Source: an optimization exercise on an open RTL-to-GDS flow (aim: small area and few clock cycles per item). Production flows keep margins and buffers that such runs may drop. The RTL was checked by simulation tests, not by an equivalence proof against the original design. Power figures rest on the tool's default switching activity, not on a simulated workload.

the reference run:
## lh_sensor_decoder
module lh_sensor_decoder (
    input  wire               clk,
    input  wire               rst,
    input  wire               in_valid,
    output wire               in_ready,
    input  wire               in_fall_valid,
    input  wire [31:0]        in_fall_ts,
    input  wire               in_rise_valid,
    input  wire [31:0]        in_rise_ts,
    output reg                out_valid,
    output wire [2:0]         out_kind,
    output wire [31:0]        out_length,
    output wire [31:0]        out_duty,
    output wire [1:0]         out_slot,
    output wire signed [17:0] out_angle,
    output wire               out_skip,
    output wire               out_rotor,
    output wire               out_data,
    output wire               out_bit_fwd,
    output wire               ob_we,
    output wire [6:0]         ob_addr,
    output wire [15:0]        ob_wdata,
    output wire               frame_done,
    output wire [8:0]         frame_length,
    output wire               frame_padding
);
clock: 16.0 ns
lec_check: 0
cap_margin: 20
core_margin: 2
core_utilization: 60
cts_buf_list: sky130_fd_sc_hd__clkbuf_8
slew_margin: 20
standard.sh (not shown) runs the stock make flow with config.mk's settings and CLKGATE_MAP_FILE= SYNTH_SCRIPT=/design/flow/synth_recipe.tcl, a recipe that flattens the netlist after the stock synthesis.
==> flow/flow/run.sh <==
#!/bin/bash
# The standard layout with four changes:
# - ABC maps with flow/abc_speed.script, which runs two area-recovering &nf
#   passes (-R 1000) instead of the standard script's delay-oriented ones;
#   the rest of synthesis (synth_recipe.tcl and ORFS's synth.tcl) is unchanged.
# - after synthesis, flow/fa_polarity.py re-chooses which full adders work on
#   complemented signals (a full adder is self-dual) so that fewer inverters
#   are needed; registers and everything else are left as synthesis made them.
# - the port buffers inserted before global placement are the smallest
#   buffer, sky130_fd_sc_hd__buf_1; repair_design and repair_timing still
#   resize them where timing or slew needs it.
# - clock tree synthesis runs without dummy loads (-dont_use_dummy_load),
#   with sky130_fd_sc_hd__clkbuf_8 as its buffer.
# Each tool's output goes to a log file here.
set -euo pipefail
rm -rf scripts_abc
cp -r "$FLOW_HOME/scripts" scripts_abc
cp flow/abc_speed.script scripts_abc/abc_speed.script
ARGS=("SCRIPTS_DIR=$PWD/scripts_abc" 'BUFFER_PORTS_ARGS=-buffer_cell sky130_fd_sc_hd__buf_1'
      'CTS_ARGS=-sink_clustering_enable -repair_clock_nets -root_buf sky130_fd_sc_hd__clkbuf_8 -buf_list {sky130_fd_sc_hd__clkbuf_4 sky130_fd_sc_hd__clkbuf_8} -dont_use_dummy_load')
bash standard.sh "${ARGS[@]}" synth > synth.log 2>&1
R=orfs/results/sky130hd/lh_sensor_decoder/base
cp "$R/1_2_yosys.v" "$R/1_2_yosys.before_polarity.v"
python3 flow/fa_polarity.py "$R/1_2_yosys.before_polarity.v" "$R/1_2_yosys.v" > polarity.log 2>&1
rm -f "$R/1_synth.odb" "$R/1_synth.sdc"
bash standard.sh "${ARGS[@]}" finish > standard.log 2>&1
Other scripts of this flow, unchanged in this note and not shown: flow/flow/abc_speed.script, flow/flow/fa_polarity.py
Testbench counts of the reference run, summed over its fixed seeds: cycles 80,008, polls 80,000.
## Diff of input files: the trial run against the reference run
--- a/flow/flow/run.sh
+++ b/flow/flow/run.sh
@@ -2 +2 @@
-# The standard layout with four changes:
+# The standard layout with three changes:
@@ -12,2 +11,0 @@
-# - clock tree synthesis runs without dummy loads (-dont_use_dummy_load),
-#   with sky130_fd_sc_hd__clkbuf_8 as its buffer.
@@ -19,2 +17 @@
-ARGS=("SCRIPTS_DIR=$PWD/scripts_abc" 'BUFFER_PORTS_ARGS=-buffer_cell sky130_fd_sc_hd__buf_1'
-      'CTS_ARGS=-sink_clustering_enable -repair_clock_nets -root_buf sky130_fd_sc_hd__clkbuf_8 -buf_list {sky130_fd_sc_hd__clkbuf_4 sky130_fd_sc_hd__clkbuf_8} -dont_use_dummy_load')
+ARGS=("SCRIPTS_DIR=$PWD/scripts_abc" 'BUFFER_PORTS_ARGS=-buffer_cell sky130_fd_sc_hd__buf_1')
- Against the reference run, the trial run comes in 31 ps higher on final critical-path required period.
- Of the trial run and the reference run, it is the trial run that has the higher synthesis-to-layout area growth.
- From the reference run to the trial run the numbers moved as follows: length of routed met2 wiring closely matched the old numbers, post-route DRC violation count now sits at about the same level, total power of the final layout has increased.
- The trial run -> the reference run: global router's overall resource usage flat
- There was hardly any difference in fmax between the reference run and the trial run.
- When the trial run is set beside the reference run, its final design area excluding fillers turns out to be 1.0% larger.
- The reference run leaves more setup margin than the trial run.

========
Setup of lane 5:
lh_sensor_decoder, a different RTL version from the one above (not shown whole).
For scale: about 1300 cells after synthesis, ~200 I/O pins, roughly 13000 µm² of cells after synthesis.
export LEC_CHECK = 0
export CAP_MARGIN = 20
export CORE_MARGIN = 2
export CORE_UTILIZATION = 60
export CTS_BUF_LIST = sky130_fd_sc_hd__clkbuf_8
export SLEW_MARGIN = 20
create_clock -name core_clock -period 16.0 [get_ports {clk}]
==> flow/flow/run.sh <==
#!/bin/bash
# The standard layout with three changes:
# - ABC maps with flow/abc_speed.script, which runs one area-recovering &nf
#   pass instead of the standard script's repeated delay-oriented passes;
#   the rest of synthesis (synth_recipe.tcl and ORFS's synth.tcl) is unchanged.
# - after synthesis, flow/fa_polarity.py re-chooses which full adders work on
#   complemented signals (a full adder is self-dual) so that fewer inverters
#   are needed; registers and everything else are left as synthesis made them.
# - the port buffers inserted before global placement are the smallest
#   buffer, sky130_fd_sc_hd__buf_1; repair_design and repair_timing still
#   resize them where timing or slew needs it.
# Each tool's output goes to a log file here.
set -euo pipefail
rm -rf scripts_abc
cp -r "$FLOW_HOME/scripts" scripts_abc
cp flow/abc_speed.script scripts_abc/abc_speed.script
ARGS=("SCRIPTS_DIR=$PWD/scripts_abc" 'BUFFER_PORTS_ARGS=-buffer_cell sky130_fd_sc_hd__buf_1')
bash standard.sh "${ARGS[@]}" synth > synth.log 2>&1
R=orfs/results/sky130hd/lh_sensor_decoder/base
cp "$R/1_2_yosys.v" "$R/1_2_yosys.before_polarity.v"
python3 flow/fa_polarity.py "$R/1_2_yosys.before_polarity.v" "$R/1_2_yosys.v" > polarity.log 2>&1
rm -f "$R/1_synth.odb" "$R/1_synth.sdc"
bash standard.sh "${ARGS[@]}" finish > standard.log 2>&1
Other scripts of this flow, unchanged in this note and not shown: flow/flow/abc_speed.script, flow/flow/fa_polarity.py
Testbench counts of lane 5, summed over its fixed seeds: cycles 80,008, polls 80,000.
#### Input delta (lane 3 over lane 5)
diff --git a/flow/config.mk b/flow/config.mk
--- a/flow/config.mk
+++ b/flow/config.mk
@@ -8,5 +8,4 @@
 export CAP_MARGIN = 20
 export CORE_MARGIN = 2
-export CORE_UTILIZATION = 60
-export CTS_BUF_LIST = sky130_fd_sc_hd__clkbuf_8
+export CORE_UTILIZATION = 40
 export SLEW_MARGIN = 20
Notes after the runs:
Lane 5 → lane 3: combinational fraction of design power dropped 1.8 points, time the worst path needs with I/O delays and setup rose by 0.030 ns, HPWL after detailed placement went up.
Sequential cell area share down 0.61 points in lane 3 wrt lane 5
Global-route wire length before repair, lane 3 vs lane 5: up by a few percent

========
lh_sensor_decoder again, from the RTL that the note above started with.
clock: 16.0 ns
lec_check: 0
cap_margin: 20
core_margin: 2
core_utilization: 40
slew_margin: 20
==> flow/flow/run.sh <==
#!/bin/bash
# The standard layout with two changes:
# - ABC maps with flow/abc_speed.script, which runs one area-recovering &nf
#   pass instead of the standard script's repeated delay-oriented passes;
#   the rest of synthesis (synth_recipe.tcl and ORFS's synth.tcl) is unchanged.
# - the port buffers inserted before global placement are the smallest
#   buffer, sky130_fd_sc_hd__buf_1; repair_design and repair_timing still
#   resize them where timing or slew needs it.
set -euo pipefail
rm -rf scripts_abc
cp -r "$FLOW_HOME/scripts" scripts_abc
cp flow/abc_speed.script scripts_abc/abc_speed.script
bash standard.sh "SCRIPTS_DIR=$PWD/scripts_abc" \
    'BUFFER_PORTS_ARGS=-buffer_cell sky130_fd_sc_hd__buf_1' finish > standard.log 2>&1
==> flow/flow/abc_speed.script <==
strash
&get -n
&st
&syn2
&dch
&nf -R 1000
&put
topo
stime -c
upsize -c
dnsize -c
Testbench counts at the start, summed over its fixed seeds: cycles 80,008, polls 80,000.
Change:
- CORE_UTILIZATION: 40 -> 60
- CTS_BUF_LIST: not set -> sky130_fd_sc_hd__clkbuf_8
What happened: First-iteration DRC count goes up by about 17%. Synthesized area does not change. Cell area drops by about 2.7%. Power fell by about 4%. Synthesized cell count is unchanged. Die area goes down by about 33%. Combinational power is about the same. Fmax hardly moves.

========
RTL: one of the versions met above, not the one the previous note started from.
For scale: ~1300 cells after synthesis, roughly 200 I/O pins.
==> flow/config.mk <==
export PLATFORM = sky130hd
export DESIGN_NAME = lh_sensor_decoder
export DESIGN_NICKNAME = lh_sensor_decoder
export VERILOG_FILES = /design/flow/design.v
export SDC_FILE = /design/flow/constraint.sdc
export NUM_CORES = 4
export LEC_CHECK = 0
export CAP_MARGIN = 20
export CORE_MARGIN = 2
export CORE_UTILIZATION = 60
export CTS_BUF_LIST = sky130_fd_sc_hd__clkbuf_8
export SLEW_MARGIN = 20
==> flow/constraint.sdc <==
create_clock -name core_clock -period 16.0 [get_ports {clk}]
set_input_delay 3.2000 -clock core_clock [delete_from_list [all_inputs] [get_ports {clk}]]
set_output_delay 3.2000 -clock core_clock [all_outputs]
set_load 0.01 [all_outputs]
==> flow/flow/run.sh <==
#!/bin/bash
# The standard layout with four changes:
# - ABC maps with flow/abc_speed.script, which runs two area-recovering &nf
#   passes (-R 1000) instead of the standard script's delay-oriented ones;
#   the rest of synthesis (synth_recipe.tcl and ORFS's synth.tcl) is unchanged.
# - after synthesis, flow/fa_polarity.py re-chooses which full adders work on
#   complemented signals (a full adder is self-dual) so that fewer inverters
#   are needed; registers and everything else are left as synthesis made them.
# - the port buffers inserted before global placement are the smallest
#   buffer, sky130_fd_sc_hd__buf_1; repair_design and repair_timing still
#   resize them where timing or slew needs it.
# - clock tree synthesis runs without dummy loads (-dont_use_dummy_load),
#   with sky130_fd_sc_hd__clkbuf_8 as its buffer and clusters of up to 24 sinks.
# Each tool's output goes to a log file here.
set -euo pipefail
rm -rf scripts_abc
cp -r "$FLOW_HOME/scripts" scripts_abc
cp flow/abc_speed.script scripts_abc/abc_speed.script
ARGS=("SCRIPTS_DIR=$PWD/scripts_abc" 'BUFFER_PORTS_ARGS=-buffer_cell sky130_fd_sc_hd__buf_1'
      'CTS_ARGS=-sink_clustering_enable -repair_clock_nets -buf_list sky130_fd_sc_hd__clkbuf_8 -dont_use_dummy_load -sink_clustering_size 24 -sink_clustering_max_diameter 120')
bash standard.sh "${ARGS[@]}" synth > synth.log 2>&1
R=orfs/results/sky130hd/lh_sensor_decoder/base
cp "$R/1_2_yosys.v" "$R/1_2_yosys.before_polarity.v"
python3 flow/fa_polarity.py "$R/1_2_yosys.before_polarity.v" "$R/1_2_yosys.v" > polarity.log 2>&1
rm -f "$R/1_synth.odb" "$R/1_synth.sdc"
bash standard.sh "${ARGS[@]}" finish > standard.log 2>&1
==> flow/flow/abc_speed.script <==
strash
&get -n
&st
&dch
&nf -R 1000
&st
&syn2
&dch
&nf -R 1000
&put
buffer -c
topo
stime -c
upsize -c
dnsize -c
Other scripts of this flow, unchanged in this note and not shown: flow/flow/fa_polarity.py
Testbench counts at the start, summed over its fixed seeds: cycles 80,008, polls 80,000.
Change:
--- a/flow/flow/run.sh
+++ b/flow/flow/run.sh
@@ -1,3 +1,3 @@
 #!/bin/bash
-# The standard layout with four changes:
+# The standard layout with three changes:
 # - ABC maps with flow/abc_speed.script, which runs two area-recovering &nf
@@ -11,4 +11,2 @@
 #   resize them where timing or slew needs it.
-# - clock tree synthesis runs without dummy loads (-dont_use_dummy_load),
-#   with sky130_fd_sc_hd__clkbuf_8 as its buffer and clusters of up to 24 sinks.
 # Each tool's output goes to a log file here.
@@ -18,4 +16,3 @@
 cp flow/abc_speed.script scripts_abc/abc_speed.script
-ARGS=("SCRIPTS_DIR=$PWD/scripts_abc" 'BUFFER_PORTS_ARGS=-buffer_cell sky130_fd_sc_hd__buf_1'
-      'CTS_ARGS=-sink_clustering_enable -repair_clock_nets -buf_list sky130_fd_sc_hd__clkbuf_8 -dont_use_dummy_load -sink_clustering_size 24 -sink_clustering_max_diameter 120')
+ARGS=("SCRIPTS_DIR=$PWD/scripts_abc" 'BUFFER_PORTS_ARGS=-buffer_cell sky130_fd_sc_hd__buf_1')
 bash standard.sh "${ARGS[@]}" synth > synth.log 2>&1
- CORE_UTILIZATION: 60 -> 75
Synthesized area does not change.
Worst setup slack is worse by 0.19 ns.
Via count grows by 8.7%.
Change:
--- a/flow/flow/run.sh
+++ b/flow/flow/run.sh
@@ -1,3 +1,3 @@
 #!/bin/bash
-# The standard layout with three changes:
+# The standard layout with four changes:
 # - ABC maps with flow/abc_speed.script, which runs two area-recovering &nf
@@ -11,2 +11,4 @@
 #   resize them where timing or slew needs it.
+# - clock tree synthesis runs without dummy loads (-dont_use_dummy_load),
+#   with sky130_fd_sc_hd__clkbuf_8 as its buffer.
 # Each tool's output goes to a log file here.
@@ -16,3 +18,4 @@
 cp flow/abc_speed.script scripts_abc/abc_speed.script
-ARGS=("SCRIPTS_DIR=$PWD/scripts_abc" 'BUFFER_PORTS_ARGS=-buffer_cell sky130_fd_sc_hd__buf_1')
+ARGS=("SCRIPTS_DIR=$PWD/scripts_abc" 'BUFFER_PORTS_ARGS=-buffer_cell sky130_fd_sc_hd__buf_1'
+      'CTS_ARGS=-sink_clustering_enable -repair_clock_nets -buf_list sky130_fd_sc_hd__clkbuf_8 -dont_use_dummy_load')
 bash standard.sh "${ARGS[@]}" synth > synth.log 2>&1
- CORE_UTILIZATION: 75 -> 60
The changed run completed without violations.
Cell count went up by 2.5%.
Critical path depth came out higher by 4.
Worst setup slack gets better by 0.19 ns.
Clock skew is higher by 0.027 ns.
Sequential power stays flat.
Change:
--- a/flow/flow/run.sh
+++ b/flow/flow/run.sh
@@ -1,3 +1,3 @@
 #!/bin/bash
-# The standard layout with four changes:
+# The standard layout with three changes:
 # - ABC maps with flow/abc_speed.script, which runs two area-recovering &nf
@@ -11,4 +11,2 @@
 #   resize them where timing or slew needs it.
-# - clock tree synthesis runs without dummy loads (-dont_use_dummy_load),
-#   with sky130_fd_sc_hd__clkbuf_8 as its buffer.
 # Each tool's output goes to a log file here.
@@ -18,4 +16,3 @@
 cp flow/abc_speed.script scripts_abc/abc_speed.script
-ARGS=("SCRIPTS_DIR=$PWD/scripts_abc" 'BUFFER_PORTS_ARGS=-buffer_cell sky130_fd_sc_hd__buf_1'
-      'CTS_ARGS=-sink_clustering_enable -repair_clock_nets -buf_list sky130_fd_sc_hd__clkbuf_8 -dont_use_dummy_load')
+ARGS=("SCRIPTS_DIR=$PWD/scripts_abc" 'BUFFER_PORTS_ARGS=-buffer_cell sky130_fd_sc_hd__buf_1')
 bash standard.sh "${ARGS[@]}" synth > synth.log 2>&1
==> flow/flow/abc_speed.script (replaced) <==
strash
&get -n
&st
&dch
&nf -R 1000
&st
&syn2
&dch
&nf -R 1000
&put
topo
stime -c
upsize -c
dnsize -c
Result: Worst setup slack gains 0.053 ns; count of clock-buffer cells in the layout is unchanged; non-clock buffer count shrinks by 4; total power is higher by 5.0%.
Change:
--- a/flow/flow/run.sh
+++ b/flow/flow/run.sh
@@ -2,4 +2,4 @@
 # The standard layout with three changes:
-# - ABC maps with flow/abc_speed.script, which runs two area-recovering &nf
-#   passes (-R 1000) instead of the standard script's delay-oriented ones;
+# - ABC maps with flow/abc_speed.script, which runs one area-recovering &nf
+#   pass instead of the standard script's repeated delay-oriented passes;
 #   the rest of synthesis (synth_recipe.tcl and ORFS's synth.tcl) is unchanged.
--- a/flow/flow/abc_speed.script
+++ b/flow/flow/abc_speed.script
@@ -10,2 +10,3 @@
 &put
+buffer -c
 topo
What happened: The new run finished clean. Cell count rose slightly. Flip-flop and latch count is unchanged. Wire length rose by a few percent. Via count is about the same.

========
lh_sensor_decoder, a different RTL version from the one above (not shown whole).
Size in the first run: ~1,700 cells after synthesis, about 170 flip-flops, about 200 I/O pins, roughly 15,000 sq um of cells after synthesis.
==> flow/design.v (excerpt) <==
module lh_sensor_decoder (
    input  wire               clk,
    input  wire               rst,
    input  wire               in_valid,
    output wire               in_ready,
    input  wire               in_fall_valid,
    input  wire [31:0]        in_fall_ts,
    input  wire               in_rise_valid,
    input  wire [31:0]        in_rise_ts,
    output reg                out_valid,
    output wire [2:0]         out_kind,
    output wire [31:0]        out_length,
    output wire [31:0]        out_duty,
    output wire [1:0]         out_slot,
    output wire signed [17:0] out_angle,
    output wire               out_skip,
    output wire               out_rotor,
    output wire               out_data,
    output wire               out_bit_fwd,
    output wire               ob_we,
    output wire [6:0]         ob_addr,
    output wire [15:0]        ob_wdata,
    output wire               frame_done,
    output wire [8:0]         frame_length,
    output wire               frame_padding
);
clock: 16.0 ns
lec_check: 0
cap_margin: 20
core_margin: 2
core_utilization: 40
slew_margin: 20
run.sh (not shown) runs the stock make flow with config.mk's settings and CLKGATE_MAP_FILE= SYNTH_SCRIPT=/design/flow/synth_recipe.tcl, a recipe that flattens the netlist after the stock synthesis.
Stock flow here: none of the scripts above is used.
The first run finished clean.
Testbench counts at the start, summed over its fixed seeds: cycles 80,008, polls 80,000.
Next try:
==> flow/flow/run.sh (new file) <==
#!/bin/bash
# The standard layout, except that the port buffers inserted before global
# placement are the smallest buffer, sky130_fd_sc_hd__buf_1, instead of the
# cell buffer_ports picks by default; repair_design and repair_timing still
# resize them where timing or slew needs it.
set -euo pipefail
bash standard.sh 'BUFFER_PORTS_ARGS=-buffer_cell sky130_fd_sc_hd__buf_1' finish > standard.log 2>&1
==> flow/standard.sh (new file) <==
#!/bin/bash
# synth_recipe.tcl (not shown) runs the flow's synth.tcl, then flattens the netlist and writes it again
# the make line also repeats each setting of config.mk as NAME=value (left out here)
make -C /OpenROAD-flow-scripts/flow DESIGN_CONFIG=/design/flow/config.mk WORK_HOME=/design/flow/orfs CLKGATE_MAP_FILE= SYNTH_SCRIPT=/design/flow/synth_recipe.tcl "${@:-finish}"
removed: flow/run.sh
After rerunning: The new run produced a clean layout; register-to-register slack improved by 0.09 ns; power goes down by 8.5%; routed wire length shrinks by 0.79%.

==> separate check: timing with driven ports <==
Ports are ideal in the flow. The routed layouts listed here were re-timed in OpenROAD.
Step 1 sets driving cells, clkbuf_16 on the clock port and buf_2 on the other inputs (assumed; they add their load-dependent delay and slew).
Step 2 times the ports against the registers' clock, not the clock port: input delays grow and output delays shrink by t, the midpoint of the rising clock arrivals with the driver on.
a / b / c = ideal ports / drivers / drivers and shift; a / b = the first two.
| run | t (ns) | setup WS [ns] | hold WS [ns] |
|---|---|---|---|
| the reference run | 0.483 | 0.781 / 0.739 / 1.222 | 0.494 / 0.494 / 0.494 |
| the trial run | 0.491 | 0.750 / 0.708 / 1.200 | 0.516 / 0.516 / 0.516 |
| lane 5 | 0.500 | 0.839 / 0.796 / 1.296 | 0.514 / 0.514 / 0.514 |
| lane 3 | 0.483 | 0.809 / 0.762 / 1.245 | 0.497 / 0.497 / 0.497 |
| the first run of note 3 | 0.491 | 0.723 / 0.674 / 1.165 | 0.498 / 0.498 / 0.498 |
| the second run of note 3 | 0.494 | 0.750 / 0.703 / 1.198 | 0.510 / 0.510 / 0.510 |
| the first run of note 4 | 0.483 | 0.781 / 0.739 / 1.222 | 0.494 / 0.494 / 0.494 |
| the second run of note 4 | 0.511 | 0.591 / 0.548 / 1.059 | 0.518 / 0.518 / 0.518 |
| the third run of note 4 | 0.483 | 0.781 / 0.739 / 1.222 | 0.494 / 0.494 / 0.494 |
| the fourth run of note 4 | 0.492 | 0.834 / 0.791 / 1.284 | 0.503 / 0.503 / 0.503 |
| the fifth run of note 4 | 0.491 | 0.750 / 0.708 / 1.200 | 0.516 / 0.516 / 0.516 |
| the first run of note 5 | 0.497 | 3.396 / 3.340 / 3.837 | 0.368 / 0.368 / 0.368 |
| the second run of note 5 | 0.492 | 3.874 / 3.821 / 4.313 | 0.375 / 0.375 / 0.375 |
After both steps setup and hold are still met in every run listed.
